From an optimization exercise on the open Yosys and OpenROAD flow, aimed at small area, a short achievable clock period and few clock cycles; shortcuts taken in it are not production practice. Power is estimated from default activity; no workload was simulated.

==> 08-03: inputs <==
## jbd_bms_parser
module jbd_bms_parser (
    input  wire        clk,
    input  wire        rst,         
    input  wire        cmd_valid,
    input  wire [15:0] cmd_word,
    output wire        cmd_ready,
    input  wire [11:0] rd_addr,
    output wire [31:0] rd_data
);
    localparam [7:0] OP_NOP      = 8'h00,
                     OP_CLEAR    = 8'h01,
                     OP_PUSH     = 8'h02,
                     OP_VALIDATE = 8'h03,
                     OP_DECODE   = 8'h04,
                     OP_PARSE    = 8'h05;
    localparam [3:0] R_OK           = 4'h0,
                     R_INCOMPLETE   = 4'h1,
                     R_BAD_START    = 4'h2,
                     R_BAD_END      = 4'h3,
                     R_LEN_MISMATCH = 4'h4,
                     R_DEV_STATUS   = 4'h5,
                     R_UNKNOWN_TYPE = 4'h6,
                     R_CSUM         = 4'h7,
                     R_UNSUPPORTED  = 4'h8,
                     R_REC_SIZE     = 4'h9,
                     R_NOT_VALID    = 4'hA,
                     R_ILLEGAL      = 4'hB;
    localparam [1:0] ST_NONE = 2'd0, ST_VALIDATE = 2'd1, ST_DECODE = 2'd2, ST_COMMAND = 2'd3;
    localparam [1:0] T_NONE  = 2'd0, T_BASIC     = 2'd1, T_CELLS   = 2'd2, T_UNKNOWN  = 2'd3;
    localparam NSTAT = 64;         
    localparam NRING = 12;         
    localparam CAP_SIZE = 262;
    reg [7:0]  sbuf [0:NSTAT-1];         
    reg [7:0]  hbuf [0:5];               
    reg [7:0]  ring [0:NRING*16-1];      
    reg [3:0]  phase;
    reg        ready_q;
    reg [15:0] cap_len;
    reg [7:0]  last_byte;
    reg [7:0]  prev1, prev2;    
  ...
Settings: LEC_CHECK=0, ABC_AREA=1, CAP_MARGIN=20, CORE_MARGIN=2, CORE_UTILIZATION=50, PLACE_DENSITY=0.65, SETUP_SLACK_MARGIN=4.0, SLEW_MARGIN=20; clock period 10.0 ns.
run.sh (not shown) runs the stock make flow with config.mk's settings and CLKGATE_MAP_FILE= SYNTH_SCRIPT=/design/flow/synth_recipe.tcl, a recipe that flattens the netlist after the stock synthesis.
==> inputs of 02-26, as changes to 08-03 <==
--- a/flow/design.v
+++ b/flow/design.v
@@ -300,45 +300,132 @@
             regv[6'h30] = {29'h0, cv_count};
             for (a = 0; a < 6; a = a + 1)
                 regv[6'h31 + a] = {16'h0, (cv_count > a) ? be16(4 + 2*a) : 16'h0000};
             regv[6'h37] = {16'h0, cells_csum};
         end
     end
-    wire        top0  = (rd_addr[11:10] == 2'b00);
-    wire        c_reg = top0 && (rd_addr[9:6] == 4'b0000);           
-    wire        c_win = top0 && (rd_addr[9:8] == 2'b01);             
-    wire        c_hi  = top0 && (rd_addr[9:8] == 2'b10)
-                        && (rd_addr[7:3] == 5'd0) && (rd_addr[2:0] < 3'd6);    
-    wire [15:0] dlo   = 16'h0001 << rd_addr[3:0];
-    wire [15:0] dhi   = 16'h0001 << rd_addr[7:4];
-    reg  [15:0] dsl;
+    wire        c_win, c_hi, c_reg;
+    wire [15:0] dlo, dhi;
+    rd_addr_dec u_dec (.rd_addr(rd_addr), .c_win(c_win), .c_hi(c_hi), .c_reg(c_reg),
+                       .dlo(dlo), .dhi(dhi));
+    reg  [63:0] slot_off;
     always @(*)
         for (s = 0; s < 16; s = s + 1)
-            dsl[s] = (rd_addr[3:0] == s[3:0] + phase);
-    reg  [7:0]  win_byte;
-    reg  [7:0]  bank;
-    reg  [31:0] reg_word;
-    always @(*) begin
-        win_byte = 8'h00;
-        for (j = 0; j < 4; j = j + 1) begin
-            bank = 8'h00;
-            for (s = 0; s < 16; s = s + 1)
-                bank = bank | ({8{dlo[s]}} & sbuf[16*j + s]);
-            win_byte = win_byte | ({8{c_win & dhi[j]}} & bank);
+            slot_off[4*s +: 4] = s[3:0] + phase;
+    wire [15:0] dsl;
+    rd_slot_dec u_sdec (.a(rd_addr[3:0]), .off(slot_off), .sel(dsl));
+    wire [15:0] dhw = {16{c_win}} & dhi;
+    wire [7:0] sg [0:15];      
+    wire [7:0] rg [0:15];      
+    genvar gs, gj;
+    generate
+        for (gs = 0; gs < 16; gs = gs + 1) begin : g_slot
+            wire [31:0] sd;
+            wire [95:0] rdd;
+            for (gj = 0; gj < 4; gj = gj + 1) begin : g_sd
+                assign sd[8*gj +: 8] = sbuf[16*gj + gs];
+            end
+            for (gj = 0; gj < NRING; gj = gj + 1) begin : g_rd
+                assign rdd[8*gj +: 8] = ring[16*gj + gs];
+            end
+            aor4x8  u_s (.d(sd),  .sel(dhw[3:0]),  .y(sg[gs]));
+            aor12x8 u_r (.d(rdd), .sel(dhw[15:4]), .y(rg[gs]));
+        end
+    endgenerate
+    wire [127:0] sgv, rgv;
+    wire [47:0]  hbv;
+    generate
+        for (gs = 0; gs < 16; gs = gs + 1) begin : g_pack
+            assign sgv[8*gs +: 8] = sg[gs];
+            assign rgv[8*gs +: 8] = rg[gs];
         end
-        for (j = 0; j < NRING; j = j + 1) begin
-            bank = 8'h00;
-            for (s = 0; s < 16; s = s + 1)
-                bank = bank | ({8{dsl[s]}} & ring[16*j + s]);
-            win_byte = win_byte | ({8{c_win & dhi[j + 4]}} & bank);
+        for (gs = 0; gs < 6; gs = gs + 1) begin : g_hpack
+            assign hbv[8*gs +: 8] = hbuf[gs];
         end
-        bank = 8'h00;
-        for (s = 0; s < 6; s = s + 1)
-            bank = bank | ({8{dlo[s]}} & hbuf[s]);
-        win_byte = win_byte | ({8{c_hi}} & bank);
-        reg_word = 32'h0000_0000;
+    endgenerate
+    wire [7:0] ws, wr, wh;
+    aor16x8 u_ws (.d(sgv), .sel(dlo), .y(ws));
+    aor16x8 u_wr (.d(rgv), .sel(dsl), .y(wr));
+    aor6x8  u_wh (.d(hbv), .sel(dlo[5:0] & {6{c_hi}}), .y(wh));
+    reg [31:0] rw;
+    always @(*) begin
+        rw = 32'h0000_0000;
         for (a = 0; a < 64; a = a + 1)
-            reg_word = reg_word | ({32{dlo[a & 15] & dhi[a >> 4]}} & regv[a]);
-        reg_word = {32{c_reg}} & reg_word;
+            rw = rw | ({32{dlo[a & 15] & dhi[a >> 4]}} & regv[a]);
+        rw = {32{c_reg}} & rw;
     end
-    assign rd_data = {reg_word[31:8], reg_word[7:0] | win_byte};
+    rd_or u_or (.ws(ws), .wr(wr), .wh(wh), .rw(rw), .y(rd_data));
+endmodule
+module rd_addr_dec (
+    input  wire [11:0] rd_addr,
+    output wire        c_win,
+    output wire        c_hi,
+    output wire        c_reg,
+    output wire [15:0] dlo,
+    output wire [15:0] dhi
+);
+    wire top0 = (rd_addr[11:10] == 2'b00);
+    assign c_reg = top0 && (rd_addr[9:6] == 4'b0000);
+    assign c_win = top0 && (rd_addr[9:8] == 2'b01);
+    assign c_hi  = top0 && (rd_addr[9:8] == 2'b10) && (rd_addr[7:3] == 5'd0);
+    assign dlo   = 16'h0001 << rd_addr[3:0];
+    assign dhi   = 16'h0001 << rd_addr[7:4];
+endmodule
+module rd_slot_dec (
+    input  wire [3:0]  a,
+    input  wire [63:0] off,
+    output reg  [15:0] sel
+);
+    integer s;
+    always @(*)
+        for (s = 0; s < 16; s = s + 1)
+            sel[s] = (a == off[4*s +: 4]);
+endmodule
+module aor4x8 (
+    input  wire [31:0] d,
+    input  wire [3:0]  sel,
+    output wire [7:0]  y
+);
+    assign y = ({8{sel[0]}} & d[7:0])   | ({8{sel[1]}} & d[15:8]) |
+               ({8{sel[2]}} & d[23:16]) | ({8{sel[3]}} & d[31:24]);
+endmodule
+module aor6x8 (
+    input  wire [47:0] d,
+    input  wire [5:0]  sel,
+    output wire [7:0]  y
+);
+    assign y = ({8{sel[0]}} & d[7:0])   | ({8{sel[1]}} & d[15:8]) |
+               ({8{sel[2]}} & d[23:16]) | ({8{sel[3]}} & d[31:24]) |
+               ({8{sel[4]}} & d[39:32]) | ({8{sel[5]}} & d[47:40]);
+endmodule
+module aor12x8 (
+    input  wire [95:0] d,
+    input  wire [11:0] sel,
+    output wire [7:0]  y
+);
+    wire [7:0] y0, y1, y2;
+    aor4x8 u0 (.d(d[31:0]),  .sel(sel[3:0]),  .y(y0));
+    aor4x8 u1 (.d(d[63:32]), .sel(sel[7:4]),  .y(y1));
+    aor4x8 u2 (.d(d[95:64]), .sel(sel[11:8]), .y(y2));
+    assign y = y0 | y1 | y2;
+endmodule
+module aor16x8 (
+    input  wire [127:0] d,
+    input  wire [15:0]  sel,
+    output wire [7:0]   y
+);
+    wire [7:0] y0, y1, y2, y3;
+    aor4x8 u0 (.d(d[31:0]),   .sel(sel[3:0]),   .y(y0));
+    aor4x8 u1 (.d(d[63:32]),  .sel(sel[7:4]),   .y(y1));
+    aor4x8 u2 (.d(d[95:64]),  .sel(sel[11:8]),  .y(y2));
+    aor4x8 u3 (.d(d[127:96]), .sel(sel[15:12]), .y(y3));
+    assign y = y0 | y1 | y2 | y3;
+endmodule
+module rd_or (
+    input  wire [7:0]  ws,
+    input  wire [7:0]  wr,
+    input  wire [7:0]  wh,
+    input  wire [31:0] rw,
+    output wire [31:0] y
+);
+    assign y = {rw[31:8], rw[7:0] | ws | wr | wh};
 endmodule
- CTS_CLUSTER_DIAMETER: not set -> 80
- CTS_CLUSTER_SIZE: not set -> 20
==> inputs of 05-08, as changes to 08-03 <==
- CTS_BUF_LIST: not set -> sky130_fd_sc_hd__clkbuf_8
- CTS_CLUSTER_SIZE: not set -> 30
==> inputs of 06-05, as changes to 08-03 <==
- CTS_CLUSTER_DIAMETER: not set -> 80
- CTS_CLUSTER_SIZE: not set -> 20
==> notes <==
Of 05-08 and 06-05, 06-05 has the higher maximum frequency (gap about 0.6%, measured against 06-05). Against 05-08, the routed wire length of 08-03 is larger by about 2.1%. Power, highest first: 08-03, 05-08, 06-05, 02-26. In sequential power, 08-03 and 02-26 hardly differ. In die area, 08-03 and 06-05 do not differ.
No functional check of the RTL was part of any run of this note.

## port drivers added, routing unchanged
How much do the figures lean on ideal ports? The routed layouts below were timed once more, with nothing changed but the port constraints. Step 1 (the two cells are an assumption about what drives the block):
set clk [get_ports {clk}]
set_driving_cell -lib_cell sky130_fd_sc_hd__clkbuf_16 $clk
set_driving_cell -lib_cell sky130_fd_sc_hd__buf_2 [delete_from_list [all_inputs] $clk]
Step 2 also shifts input and output timing later by t, the mid clock arrival at the registers, as if the neighbouring blocks saw the same clock. a / b / c = ideal / step 1 / step 2; a / b = the first two.
| run | t, ns | setup WS [ns] | worst setup path at the end | clock arrival spread, ns | worst data-port slew with drivers (ns) |
|---|---|---|---|---|---|
| 08-03 | 0.957 | 2.762 / 2.600 / 2.600 | input to output | 0.092 / 0.092 | 0.17 |
| 02-26 | 0.925 | 2.763 / 2.712 / 2.712 | input to output | 0.073 / 0.074 | 0.11 |
| 05-08 | 1.090 | 2.650 / 2.583 / 2.583 | input to output | 0.116 / 0.116 | 0.17 |
| 06-05 | 0.882 | 2.696 / 2.623 / 2.623 | input to output | 0.065 / 0.066 | 0.18 |
After both steps setup and hold are still met in every run listed. The setup slack of 08-03, which loses most, moves by -0.162 ns with the drivers and by -0.162 ns with both steps.
